Background: an optimization exercise with open tools, aiming at small area, a short achievable clock period and few clock cycles. Do not read the settings as production practice.
Power figures rest on the tool's default switching activity, not on a simulated workload.

==> flow/design.v <==
module rvf_curve_builder (
    input  wire        clk,
    input  wire        rst,
    input  wire        start,
    input  wire [6:0]  bw,           
    input  wire [6:0]  bh,           
    output wire        idle,
    output reg         wr_valid,
    output reg  [11:0] wr_addr,      
    output reg  [11:0] wr_data,      
    output reg         done
);
    reg        idle_r;
    reg        su;               
    reg        run;              
    reg        f1, f2;           
    reg [6:0]  gw;               
    reg        k0;               
    reg [5:0]  ox, oy;           
    reg [5:0]  xh;               
    reg [6:0]  yh;               
    reg [11:0] t;                
    reg [5:0]  ty;               
    reg [11:0] rb;               
    reg        ev;               
    reg [5:0]  xa;               
    assign idle = idle_r;
    wire [6:0] gh = yh;
    wire [5:0] th;
    genvar gj;
    generate for (gj = 0; gj < 6; gj = gj + 1) begin : g_th
        assign th[gj] = (gw > (7'd1 << gj)) || (gh > (7'd1 << gj));
    end endgenerate
    wire [5:0] hn = {1'b0, th[5:1]} ^ th;     
    wire [6:0] nw = -gw;
    wire [6:0] nh = -gh;
    wire [5:0] ox_w = {1'b0, nw[5:1] & th[5:1]};
    wire [5:0] oy_w = {1'b0, nh[5:1] & th[5:1]};
    wire       fw = ~|(gw[5:0] & th);
    wire       fh = ~|(gh[5:0] & th);
    wire [5:0] xh_w = fw ? th : ((hn | gw[6:1]) - 6'd1);
    wire [5:0] yh_w = fh ? th : ((hn | gh[6:1]) - 6'd1);
    wire [5:0] d1, d0, sw, cp;
    wire [5:0] x, y;
    generate for (gj = 0; gj < 6; gj = gj + 1) begin : g_pos
        assign d1[gj] = t[2*gj+1];
        assign d0[gj] = t[2*gj];
        if (gj == 5) begin : g_top
            assign sw[gj] = k0;
            assign cp[gj] = 1'b0;
        end else begin : g_low
            assign sw[gj] = k0 ^ ((5 - gj) % 2 == 1) ^ (^d1[5:gj+1]) ^ (^d0[5:gj+1]);
            assign cp[gj] = ^(d1[5:gj+1] & d0[5:gj+1]);
        end
        assign x[gj] = d1[gj] ^ cp[gj] ^ (d0[gj] & sw[gj]);
        assign y[gj] = d1[gj] ^ cp[gj] ^ (d0[gj] & ~sw[gj]);
    end endgenerate
    wire [5:0] glx = ~x & ox, elx = ~(x ^ ox);
    wire [5:0] ghx = x & ~xh, ehx = ~(x ^ xh);
    wire [5:0] gly = ~y & oy, ely = ~(y ^ oy);
    wire [5:0] ghy = y & ~yh[5:0], ehy = ~(y ^ yh[5:0]);
    wire [5:0] ltx, gtx, lty, gty, out;
    generate for (gj = 0; gj < 6; gj = gj + 1) begin : g_cmp
        if (gj == 5) begin : g_top
            assign ltx[gj] = glx[gj];
            assign gtx[gj] = ghx[gj];
            assign lty[gj] = gly[gj];
            assign gty[gj] = ghy[gj];
        end else begin : g_low
            assign ltx[gj] = ltx[gj+1] | (glx[gj] & (&elx[5:gj+1]));
            assign gtx[gj] = gtx[gj+1] | (ghx[gj] & (&ehx[5:gj+1]));
            assign lty[gj] = lty[gj+1] | (gly[gj] & (&ely[5:gj+1]));
            assign gty[gj] = gty[gj+1] | (ghy[gj] & (&ehy[5:gj+1]));
        end
        assign out[gj] = ltx[gj] | gtx[gj] | lty[gj] | gty[gj];
    end endgenerate
    wire [6:0] sk;
    assign sk[0] = out[0];
    generate for (gj = 1; gj < 6; gj = gj + 1) begin : g_sk
        assign sk[gj] = out[gj] & ~(|t[2*gj-1:0]);
    end endgenerate
    assign sk[6] = 1'b0;
    wire [11:0] m;
    generate for (gj = 0; gj < 12; gj = gj + 1) begin : g_m
        assign m[gj] = sk[gj/2 + 1];
    end endgenerate
    wire [11:0] tm = t | m;
    wire [11:0] cy;              
    wire [11:0] t_step;
    generate for (gj = 0; gj < 12; gj = gj + 1) begin : g_step
        if (gj == 0) begin : g_b0
            assign cy[gj] = 1'b1;
        end else begin : g_bn
            assign cy[gj] = &tm[gj-1:0];
        end
        assign t_step[gj] = (tm[gj] ^ cy[gj]) & ~m[gj];
    end endgenerate
    wire t_last = &tm;           
    wire [5:0] ty_p = ty + 6'd1;
    wire [5:0] ty_m = ty - 6'd1;
    wire       y_eq = (y == ty);
    wire [5:0] gu = y & ~ty, eu = ~(y ^ ty);
    wire [5:0] upc;              
    generate for (gj = 0; gj < 6; gj = gj + 1) begin : g_up
        if (gj == 5) begin : g_top
            assign upc[gj] = gu[gj];
        end else begin : g_low
            assign upc[gj] = upc[gj+1] | (gu[gj] & (&eu[5:gj+1]));
        end
    end endgenerate
    wire       y_up = upc[0];
    wire       y_dn = ~y_up & ~y_eq;
    wire       near = y_eq | (y == ty_p) | (y == ty_m);
    wire       emit = run & ~out[0];
    wire       stall = emit & ~near;
    wire [11:0] rb_p = rb + {5'd0, gw};
    wire [11:0] rb_m = rb - {5'd0, gw};
    always @(posedge clk) begin
        if (rst) begin
            idle_r   <= 1'b1;
            su       <= 1'b0;
            run      <= 1'b0;
            f1       <= 1'b0;
            f2       <= 1'b0;
            ev       <= 1'b0;
            wr_valid <= 1'b0;
            done     <= 1'b0;
        end else begin
            su       <= idle_r & start;
            f1       <= run & t_last & ~stall;
            f2       <= f1;
            done     <= f2;
            ev       <= emit & near;
            wr_valid <= ev;
            if (idle_r & start) idle_r <= 1'b0;
            if (f2) idle_r <= 1'b1;
            if (su) run <= 1'b1;
            if (run & t_last & ~stall) run <= 1'b0;
        end
        if (idle_r & start) begin
            gw <= bw;
            yh <= bh;
        end
        if (su) begin
            k0 <= ^th;
            ox <= ox_w;
            oy <= oy_w;
            xh <= xh_w;
            yh <= {1'b0, yh_w};
        end
        if (su) begin
            t  <= 12'd0;
            ty <= oy_w;
            rb <= -{6'd0, ox_w};
        end else begin
            if (!stall) t <= t_step;
            ty <= ({6{y_up}} & ty_p) | ({6{y_dn}} & ty_m) | ({6{y_eq}} & ty);
            rb <= ({12{y_up}} & rb_p) | ({12{y_dn}} & rb_m) | ({12{y_eq}} & rb);
        end
        xa <= x;
        wr_addr <= rb + {6'd0, xa};
        if (su) wr_data <= 12'd0;
        else wr_data <= wr_data + {11'd0, wr_valid};
    end
endmodule
Settings: LEC_CHECK=0, ABC_AREA=1, CAP_MARGIN=20, CORE_MARGIN=2, CORE_UTILIZATION=40, PLACE_DENSITY=0.6, SLEW_MARGIN=20; clock period 10.0 ns.
run.sh (not shown) runs the stock make flow with config.mk's settings and CLKGATE_MAP_FILE= SYNTH_SCRIPT=/design/flow/synth_recipe.tcl, a recipe that flattens the netlist after the stock synthesis.
Rerun with:
--- a/flow/design.v
+++ b/flow/design.v
@@ -9,39 +9,32 @@
     output reg  [11:0] wr_addr,      
     output reg  [11:0] wr_data,      
     output reg         done
 );
     reg        idle_r;
-    reg        su;               
+    reg        su1, su2;         
     reg        run;              
     reg        f1, f2;           
-    reg [6:0]  gw;               
+    reg [6:0]  gw, gh;           
     reg        k0;               
     reg [5:0]  ox, oy;           
-    reg [5:0]  xh;               
-    reg [6:0]  yh;               
+    reg [5:0]  xh, yh;           
     reg [11:0] t;                
     reg [5:0]  ty;               
     reg [11:0] rb;               
     reg        ev;               
     reg [5:0]  xa;               
     assign idle = idle_r;
-    wire [6:0] gh = yh;
     wire [5:0] th;
     genvar gj;
     generate for (gj = 0; gj < 6; gj = gj + 1) begin : g_th
         assign th[gj] = (gw > (7'd1 << gj)) || (gh > (7'd1 << gj));
     end endgenerate
-    wire [5:0] hn = {1'b0, th[5:1]} ^ th;     
     wire [6:0] nw = -gw;
     wire [6:0] nh = -gh;
     wire [5:0] ox_w = {1'b0, nw[5:1] & th[5:1]};
     wire [5:0] oy_w = {1'b0, nh[5:1] & th[5:1]};
-    wire       fw = ~|(gw[5:0] & th);
-    wire       fh = ~|(gh[5:0] & th);
-    wire [5:0] xh_w = fw ? th : ((hn | gw[6:1]) - 6'd1);
-    wire [5:0] yh_w = fh ? th : ((hn | gh[6:1]) - 6'd1);
     wire [5:0] d1, d0, sw, cp;
     wire [5:0] x, y;
     generate for (gj = 0; gj < 6; gj = gj + 1) begin : g_pos
         assign d1[gj] = t[2*gj+1];
         assign d0[gj] = t[2*gj];
@@ -56,11 +49,11 @@
         assign y[gj] = d1[gj] ^ cp[gj] ^ (d0[gj] & ~sw[gj]);
     end endgenerate
     wire [5:0] glx = ~x & ox, elx = ~(x ^ ox);
     wire [5:0] ghx = x & ~xh, ehx = ~(x ^ xh);
     wire [5:0] gly = ~y & oy, ely = ~(y ^ oy);
-    wire [5:0] ghy = y & ~yh[5:0], ehy = ~(y ^ yh[5:0]);
+    wire [5:0] ghy = y & ~yh, ehy = ~(y ^ yh);
     wire [5:0] ltx, gtx, lty, gty, out;
     generate for (gj = 0; gj < 6; gj = gj + 1) begin : g_cmp
         if (gj == 5) begin : g_top
             assign ltx[gj] = glx[gj];
             assign gtx[gj] = ghx[gj];
@@ -116,50 +109,52 @@
     wire [11:0] rb_p = rb + {5'd0, gw};
     wire [11:0] rb_m = rb - {5'd0, gw};
     always @(posedge clk) begin
         if (rst) begin
             idle_r   <= 1'b1;
-            su       <= 1'b0;
+            su1      <= 1'b0;
+            su2      <= 1'b0;
             run      <= 1'b0;
             f1       <= 1'b0;
             f2       <= 1'b0;
             ev       <= 1'b0;
             wr_valid <= 1'b0;
             done     <= 1'b0;
         end else begin
-            su       <= idle_r & start;
+            su1      <= idle_r & start;
+            su2      <= su1;
             f1       <= run & t_last & ~stall;
             f2       <= f1;
             done     <= f2;
             ev       <= emit & near;
             wr_valid <= ev;
             if (idle_r & start) idle_r <= 1'b0;
             if (f2) idle_r <= 1'b1;
-            if (su) run <= 1'b1;
+            if (su2) run <= 1'b1;
             if (run & t_last & ~stall) run <= 1'b0;
         end
         if (idle_r & start) begin
             gw <= bw;
-            yh <= bh;
+            gh <= bh;
         end
-        if (su) begin
+        if (su1) begin
             k0 <= ^th;
             ox <= ox_w;
             oy <= oy_w;
-            xh <= xh_w;
-            yh <= {1'b0, yh_w};
         end
-        if (su) begin
+        if (su2) begin
+            xh <= ox + gw[5:0] - 6'd1;
+            yh <= oy + gh[5:0] - 6'd1;
             t  <= 12'd0;
-            ty <= oy_w;
-            rb <= -{6'd0, ox_w};
-        end else begin
+            ty <= oy;
+            rb <= -{6'd0, ox};
+        end else if (run) begin
             if (!stall) t <= t_step;
             ty <= ({6{y_up}} & ty_p) | ({6{y_dn}} & ty_m) | ({6{y_eq}} & ty);
             rb <= ({12{y_up}} & rb_p) | ({12{y_dn}} & rb_m) | ({12{y_eq}} & rb);
         end
         xa <= x;
         wr_addr <= rb + {6'd0, xa};
-        if (su) wr_data <= 12'd0;
+        if (su2) wr_data <= 12'd0;
         else wr_data <= wr_data + {11'd0, wr_valid};
     end
 endmodule
Outcome: The new run completed without violations. Wire length drops by 2.3%. Sequential share of layout area rose by 3.7 points. Via count came out lower by 6.8%. Total power went down by 34%. Global-route usage is lower by 0.50 points. Design area rose by 2.8%. Critical path depth came out higher by 3. Core utilization rose by 0.66 points. Count of clock-buffer cells in the layout drops by 2. Sequential cell count went up by 7. Area after synthesis grows by 2.8%.
Function was not checked in any run of this note: the RTL went through the layout flow alone.

[static timing again, ports no longer ideal]
No port has a modelled driver above. Below, the same layouts with a new extraction and two added sets of constraints.
Step 1: set_driving_cell puts a clkbuf_16 on clk and a buf_2 on each other input, an assumption about the parent block.
Step 2, shift: input delay + t, output delay - t, t = (earliest + latest rising clock arrival at the registers) / 2. This alone moves slack from input paths to output paths.
Three values: ideal ports, drivers, drivers and shift; two values: the first two.
run | t (ns) | slack for setup (ns) | worst slew at a driven data input, ns
the first run | 0.398 | 6.030 / 6.030 / 6.030 | 0.03
the second run | 0.409 | 5.649 / 5.649 / 5.649 | 0.04
After both steps every run listed still meets setup and hold.
